What follows belongs to an exercise in optimizing a design on an open flow for small area, a short achievable clock period and few clock cycles per item; a production flow would make more cautious choices.
No functional check of the RTL was part of this run.
Power and IR drop assume default switching activity.

==> design.v <==
module curl_sym2trits (
  input  wire [4:0] sym,
  output reg  [5:0] trits
);
  always @(*) begin
    case (sym)
      5'd0 : trits = 6'b00_00_00;   
      5'd1 : trits = 6'b00_00_01;   
      5'd2 : trits = 6'b00_01_10;   
      5'd3 : trits = 6'b00_01_00;   
      5'd4 : trits = 6'b00_01_01;   
      5'd5 : trits = 6'b01_10_10;   
      5'd6 : trits = 6'b01_10_00;   
      5'd7 : trits = 6'b01_10_01;   
      5'd8 : trits = 6'b01_00_10;   
      5'd9 : trits = 6'b01_00_00;   
      5'd10: trits = 6'b01_00_01;   
      5'd11: trits = 6'b01_01_10;   
      5'd12: trits = 6'b01_01_00;   
      5'd13: trits = 6'b01_01_01;   
      5'd14: trits = 6'b10_10_10;   
      5'd15: trits = 6'b10_10_00;   
      5'd16: trits = 6'b10_10_01;   
      5'd17: trits = 6'b10_00_10;   
      5'd18: trits = 6'b10_00_00;   
      5'd19: trits = 6'b10_00_01;   
      5'd20: trits = 6'b10_01_10;   
      5'd21: trits = 6'b10_01_00;   
      5'd22: trits = 6'b10_01_01;   
      5'd23: trits = 6'b00_10_10;   
      5'd24: trits = 6'b00_10_00;   
      5'd25: trits = 6'b00_10_01;   
      5'd26: trits = 6'b00_00_10;   
      default: trits = 6'b00_00_00;
    endcase
  end
endmodule
module curl_trits2sym (
  input  wire [5:0] trits,
  output reg  [4:0] sym
);
  always @(*) begin
    sym = 5'd0;
    if (trits == 6'b00_00_01) sym = 5'd1;   
    if (trits == 6'b00_01_10) sym = 5'd2;   
    if (trits == 6'b00_01_00) sym = 5'd3;   
    if (trits == 6'b00_01_01) sym = 5'd4;   
    if (trits == 6'b01_10_10) sym = 5'd5;   
    if (trits == 6'b01_10_00) sym = 5'd6;   
    if (trits == 6'b01_10_01) sym = 5'd7;   
    if (trits == 6'b01_00_10) sym = 5'd8;   
    if (trits == 6'b01_00_00) sym = 5'd9;   
    if (trits == 6'b01_00_01) sym = 5'd10;   
    if (trits == 6'b01_01_10) sym = 5'd11;   
    if (trits == 6'b01_01_00) sym = 5'd12;   
    if (trits == 6'b01_01_01) sym = 5'd13;   
    if (trits == 6'b10_10_10) sym = 5'd14;   
    if (trits == 6'b10_10_00) sym = 5'd15;   
    if (trits == 6'b10_10_01) sym = 5'd16;   
    if (trits == 6'b10_00_10) sym = 5'd17;   
    if (trits == 6'b10_00_00) sym = 5'd18;   
    if (trits == 6'b10_00_01) sym = 5'd19;   
    if (trits == 6'b10_01_10) sym = 5'd20;   
    if (trits == 6'b10_01_00) sym = 5'd21;   
    if (trits == 6'b10_01_01) sym = 5'd22;   
    if (trits == 6'b00_10_10) sym = 5'd23;   
    if (trits == 6'b00_10_00) sym = 5'd24;   
    if (trits == 6'b00_10_01) sym = 5'd25;   
    if (trits == 6'b00_00_10) sym = 5'd26;   
  end
endmodule
module curl_tmix (
  input  wire [1:0] x,
  input  wire [1:0] y,
  output wire [1:0] z
);
  wire x_pos = x[0], x_neg = x[1], x_zero = !x[0] && !x[1];
  wire y_pos = y[0], y_neg = y[1], y_zero = !y[0] && !y[1];
  assign z[0] = (x_neg  && y_neg)  || (x_neg  && y_zero) || (x_zero && y_pos);   
  assign z[1] = (x_pos  && y_neg)  || (x_zero && y_zero) || (x_neg  && y_pos);   
endmodule
module curl_round (
  input  wire [1457:0] old_state,
  output wire [1457:0] new_state
);
  curl_tmix u_t0 (
    .x(old_state[2*0 +: 2]),
    .y(old_state[2*364 +: 2]),
    .z(new_state[2*0 +: 2])
  );
  genvar i;
  generate
    for (i = 0; i < 364; i = i + 1) begin : g_pair
      curl_tmix u_odd (
        .x(old_state[2*(364 - i) +: 2]),
        .y(old_state[2*(728 - i) +: 2]),
        .z(new_state[2*(2*i + 1) +: 2])
      );
      curl_tmix u_even (
        .x(old_state[2*(728 - i) +: 2]),
        .y(old_state[2*(363 - i) +: 2]),
        .z(new_state[2*(2*i + 2) +: 2])
      );
    end
  endgenerate
endmodule
module curl_sponge (
  input  wire         clk,
  input  wire         rst,         
  input  wire         in_valid,
  input  wire         in_first,    
  input  wire [404:0] in_chunk,    
  output wire         in_ready,
  output reg          out_valid,
  output wire [404:0] out_digest   
);
  localparam STATE_BITS = 1458;    
  localparam SLOT_BITS  = 486;     
  localparam ROUNDS     = 27;
  reg  [STATE_BITS-1:0] state;
  reg                   busy;
  reg  [4:0]            round_cnt;
  wire [STATE_BITS-1:0] round_out;
  wire [SLOT_BITS-1:0]  chunk_trits;
  genvar k;
  generate
    for (k = 0; k < 81; k = k + 1) begin : g_dec
      curl_sym2trits u_dec (
        .sym  (in_chunk[5*k +: 5]),
        .trits(chunk_trits[6*k +: 6])
      );
    end
  endgenerate
  curl_round u_round (
    .old_state(state),
    .new_state(round_out)
  );
  assign in_ready = !busy;
  wire accept = in_valid && in_ready;
  always @(posedge clk) begin
    if (rst) begin
      state     <= {STATE_BITS{1'b0}};
      busy      <= 1'b0;
      round_cnt <= 5'd0;
      out_valid <= 1'b0;
    end else begin
      out_valid <= 1'b0;
      if (accept) begin
        state[SLOT_BITS-1:0] <= chunk_trits;
        if (in_first)
          state[STATE_BITS-1:SLOT_BITS] <= {(STATE_BITS-SLOT_BITS){1'b0}};
        busy      <= 1'b1;
        round_cnt <= 5'd0;
      end else if (busy) begin
        state     <= round_out;
        round_cnt <= round_cnt + 5'd1;
        if (round_cnt == ROUNDS - 1) begin
          busy      <= 1'b0;
          out_valid <= 1'b1;
        end
      end
    end
  end
  generate
    for (k = 0; k < 81; k = k + 1) begin : g_enc
      curl_trits2sym u_enc (
        .trits(state[6*k +: 6]),
        .sym  (out_digest[5*k +: 5])
      );
    end
  endgenerate
endmodule
==> run.sh <==
#!/bin/bash
# synth_recipe.tcl (not shown) runs the flow's synth.tcl, then flattens the netlist and writes it again
# the make line also repeats each setting of config.mk as NAME=value (left out here)
make -C /OpenROAD-flow-scripts/flow DESIGN_CONFIG=/design/flow/config.mk WORK_HOME=/design/flow/orfs CLKGATE_MAP_FILE= SYNTH_SCRIPT=/design/flow/synth_recipe.tcl finish
==> config.mk <==
export PLATFORM = sky130hd
export DESIGN_NAME = curl_sponge
export DESIGN_NICKNAME = curl_sponge
export VERILOG_FILES = /design/flow/design.v
export SDC_FILE = /design/flow/constraint.sdc
export NUM_CORES = 4
export LEC_CHECK = 0
export CAP_MARGIN = 30
export CORE_MARGIN = 2
export CORE_UTILIZATION = 25
export SLEW_MARGIN = 30
==> constraint.sdc <==
create_clock -name core_clock -period 7.5 [get_ports {clk}]
set_input_delay 1.5000 -clock core_clock [delete_from_list [all_inputs] [get_ports {clk}]]
set_output_delay 1.5000 -clock core_clock [all_outputs]
set_load 0.01 [all_outputs]
==> run notes <==
FF-to-FF setup slack -> 3960 ps
Total grt overflow -> 0
CTS tree -> built
Share of power burned in registers -> 35.2%
DIE AREA -> 480000 um^2
Longest Clk Path Bufs -> 4
Antenna violations before repair -> 234
FF-to-FF Start -> busy
Ys Warns -> 3
Vias per cell -> 5.76
Initial Utilization -> 25.1%
CTS root buffer -> clkbuf_16
Num CTS Buffers -> 188
#FFs+latches synth -> 1465
Hold-fix buffers, CTS -> 0
Worst hold endpoint -> state[487]
Worst setup EP type -> output port
Switching Power -> 11.8 mW
Largest net degree at the start of global routing -> 187
Post-CTS Resized -> 0
Hold Vio Cnt, Final -> 0
Internal -> 18.0 mW
Clock power frac -> 33.2%
I/O pin count -> 816
Post-synth cell types -> 83
Core area -> 472000 um^2
Outcome -> timing/DRC/antenna clean
# DRC -> 0
Clock transition at path regs -> 60 ps
Final WL -> 590 mm
Required time worst endpoint -> 6000 ps
Finished Layout Cells -> 22900
Critical Path Fanout Max -> 15
First-pass DRT Iterations -> 6
Syn_nets -> 17400
Final Setup Violations -> 0
Placed cells -> 22400
Syn_area_per_cell -> 7.10 um^2
Crit path time final -> 5180 ps
RR Endpoint -> state[438]
Multi-input combinational cell area -> 81400 um^2
Combinational share of power -> 31.6%
Via count -> 132000
Final setup skew -> 69.3 ps
Sequential cell area -> 29300 um^2
Commonest non-fill, non-tap cell in the layout -> nand2_1
Initial DRC count -> 15800
Die W -> 693 um
Setup crit start kind -> register
Row Count -> 252
Worst-Skew Late Latency -> 910 ps
Max Slew Vio Count -> 0
Hold Crit Class -> register to register
Total track usage -> 23.0%
Post-Synthesis Cells -> 16700
Sequential fraction of the synthesis area -> 24.7%
Async S/R FF share, synth -> 0%
Post CTS Setup Buffer Count -> 0
GP Congestion -> 0.962
Total power -> 29.9 mW
WS Path Type -> register to output port
Highest Clock Rate -> 193 MHz
Predominant post-synthesis flop cell -> dfxtp_1
Max cap viols -> 0
Worst Tran Pin Value -> 1190 ps
Number of global-route vias before repair -> 113000
Worst endpoint data arrival time -> 3680 ps
H-tree Lvls -> 4
Total negative slack -> 0 ps
Fill count -> 51100
RSZ-0062 raised after global routing -> no
Final Cycle Share -> 69.0%
Layout Utilization -> 29.0%
Layout cells sized above 1 -> 5.34%
Nets -> 17100
Remaining antenna violation count -> 0
Drt wl/cell -> 25.8 um
Leakage Power -> 46.5 nW
Clock sinks -> 1465
Wire length of the first global-routing pass -> 824 mm
R2R cell count -> 6
Post-Syn Area -> 119000 um^2
Max VDD drop -> 0.178 mV
Die extent in y -> 693 um
Final hold slack -> 509 ps
HPWL Detailed -> 449 mm
Area growth from synthesis to layout -> 15.2%
PwrDens -> 219 nW/um^2
Max_slew headroom -> 21.0%
Sw Ratio -> 39.6%
Hold path startpoint -> state[487]
Most frequent cells in the layout -> nand2_1, o21ai_0, a21oi_1
Port Buffers -> 815
Hold Crit Depth -> 2
EDFF count, synth -> 0
cells by family (layout without fill, tap and decap cells):
kind of cell / Yosys count / count (layout) / share of synthesized area [%]
adder cells (fa/ha/maj): 326 / 326 / 3.44
multiplexers: 389 / 389 / 3.44
XOR/XNOR: 79 / 79 / 0.584
other: 0 / 111 / 0
AND/OR/NAND/NOR: 5770 / 5770 / 24.1
AO/OA/AOI/OAI: 6677 / 6677 / 37.0
buffers and inverters: 1996 / 1822 / 6.69
flip-flops: 1465 / 1465 / 24.7
power by group through the flow:
stage                     Clock, mW  Sequential, mW  Combinational, mW
after CTS                      10.0            10.4               9.36
final                          9.92            10.5               9.44
after floorplan                   0            9.23               5.91
after global routing           10.3            10.7               10.1
after global placement            0            10.6               9.25
after detailed placement          0            10.6               9.32
cell usage after synthesis (all sizes together) (169+ instances only):
master | number | area [um^2]
inv | 578 | 2170
nand2b | 873 | 5460
nand3b | 228 | 1710
mux2i | 245 | 2450
a221oi | 201 | 1760
o22ai | 459 | 2870
dfxtp | 1465 | 29300
ha | 326 | 4080
nand3 | 176 | 881
a21oi | 1539 | 7700
o21ai | 1666 | 8340
buf | 285 | 1510
nand2 | 1912 | 7180
or3b | 169 | 1480
o311ai | 172 | 1510
a22oi | 605 | 4540
a22o | 580 | 5080
clkbuf | 1133 | 4250
nor2b | 358 | 2240
nor2 | 1365 | 5120
critical path: stages (launching register included):
cell and delay [ps]:
dfxtp_1 710, nor2b_1 340, nand2_1 110, o311ai_0 950, clkdlybuf4s50_1 710
worst max path at each step:
stage / from / slack [ps] / to / cells past startpoint
2_1_floorplan: state[85] / 4580 / out_digest[72] / 4
3_3_place_gp: rst / 3030 / state[881] / 8
3_5_place_dp: rst / 2980 / state[591] / 8
4_1_cts: state[35] / 2380 / out_digest[26] / 5
5_1_grt: state[89] / 2110 / out_digest[70] / 5
6_report: state[453] / 2320 / out_digest[377] / 4
state kept, by name, indices dropped and copies added, names as in the netlist:
signal     flops
busy           1
state       1458
round_cnt      5
out_valid      1
layer usage:
layer | vias to the layer above | global-route usage [%] | share of wire, %
met5 | - | 0 | 0.12
met4 | 122 | 13.9 | 6.5
met3 | 1165 | 7.42 | 11
met2 | 5705 | 34.4 | 43
met1 | 63200 | 28.7 | 40
li1 | 61500 | - | -
cell type report:
| class | count | share of cell area [%] |
|---|---|---|
| multi-input cells | 13200 | 59.6 |
| well taps | 6223 | 5.70 |
| inverters | 578 | 1.60 |
| clock buffers | 254 | 3.94 |
| clock inverters | 83 | 0.849 |
| diodes | 111 | 0.203 |
| flip-flops and latches | 1465 | 21.5 |
| repair buffers | 907 | 6.64 |
per-stage QoR:
step | instance area (um^2) | setup WS [ps]
2_1_floorplan | 119000 | 4580
3_3_place_gp | 130000 | 3030
3_5_place_dp | 130000 | 2980
4_1_cts | 136000 | 2380
5_1_grt | 137000 | 2110
6_report | 137000 | 2320

-- re-timing with driven ports --
The flow's constraints put no driver on any port. The routed layout listed below was extracted and timed again, unchanged, in two steps.
Step 1 sets driving cells, clkbuf_16 on the clock port and buf_2 on the other inputs (assumed; they add their load-dependent delay and slew).
Step 2 times the ports against the registers' clock, not the clock port: input delays grow and output delays shrink by t, the midpoint of the rising clock arrivals with the driver on.
Slacks: no drivers / after step 1 / after step 2; pairs: no drivers / after step 1.
shift t [ns]: 0.989
setup slack, ns: 2.324 / 2.212 / 2.863
latest minus earliest clock arrival (ns): 0.071 / 0.072
worst slew at a driven data input, ns: 0.37
cell pins on the clock port's net: 1
After both steps setup and hold are still met in this run. The setup slack of this run moves by -0.112 ns with the drivers and by +0.539 ns with both steps.
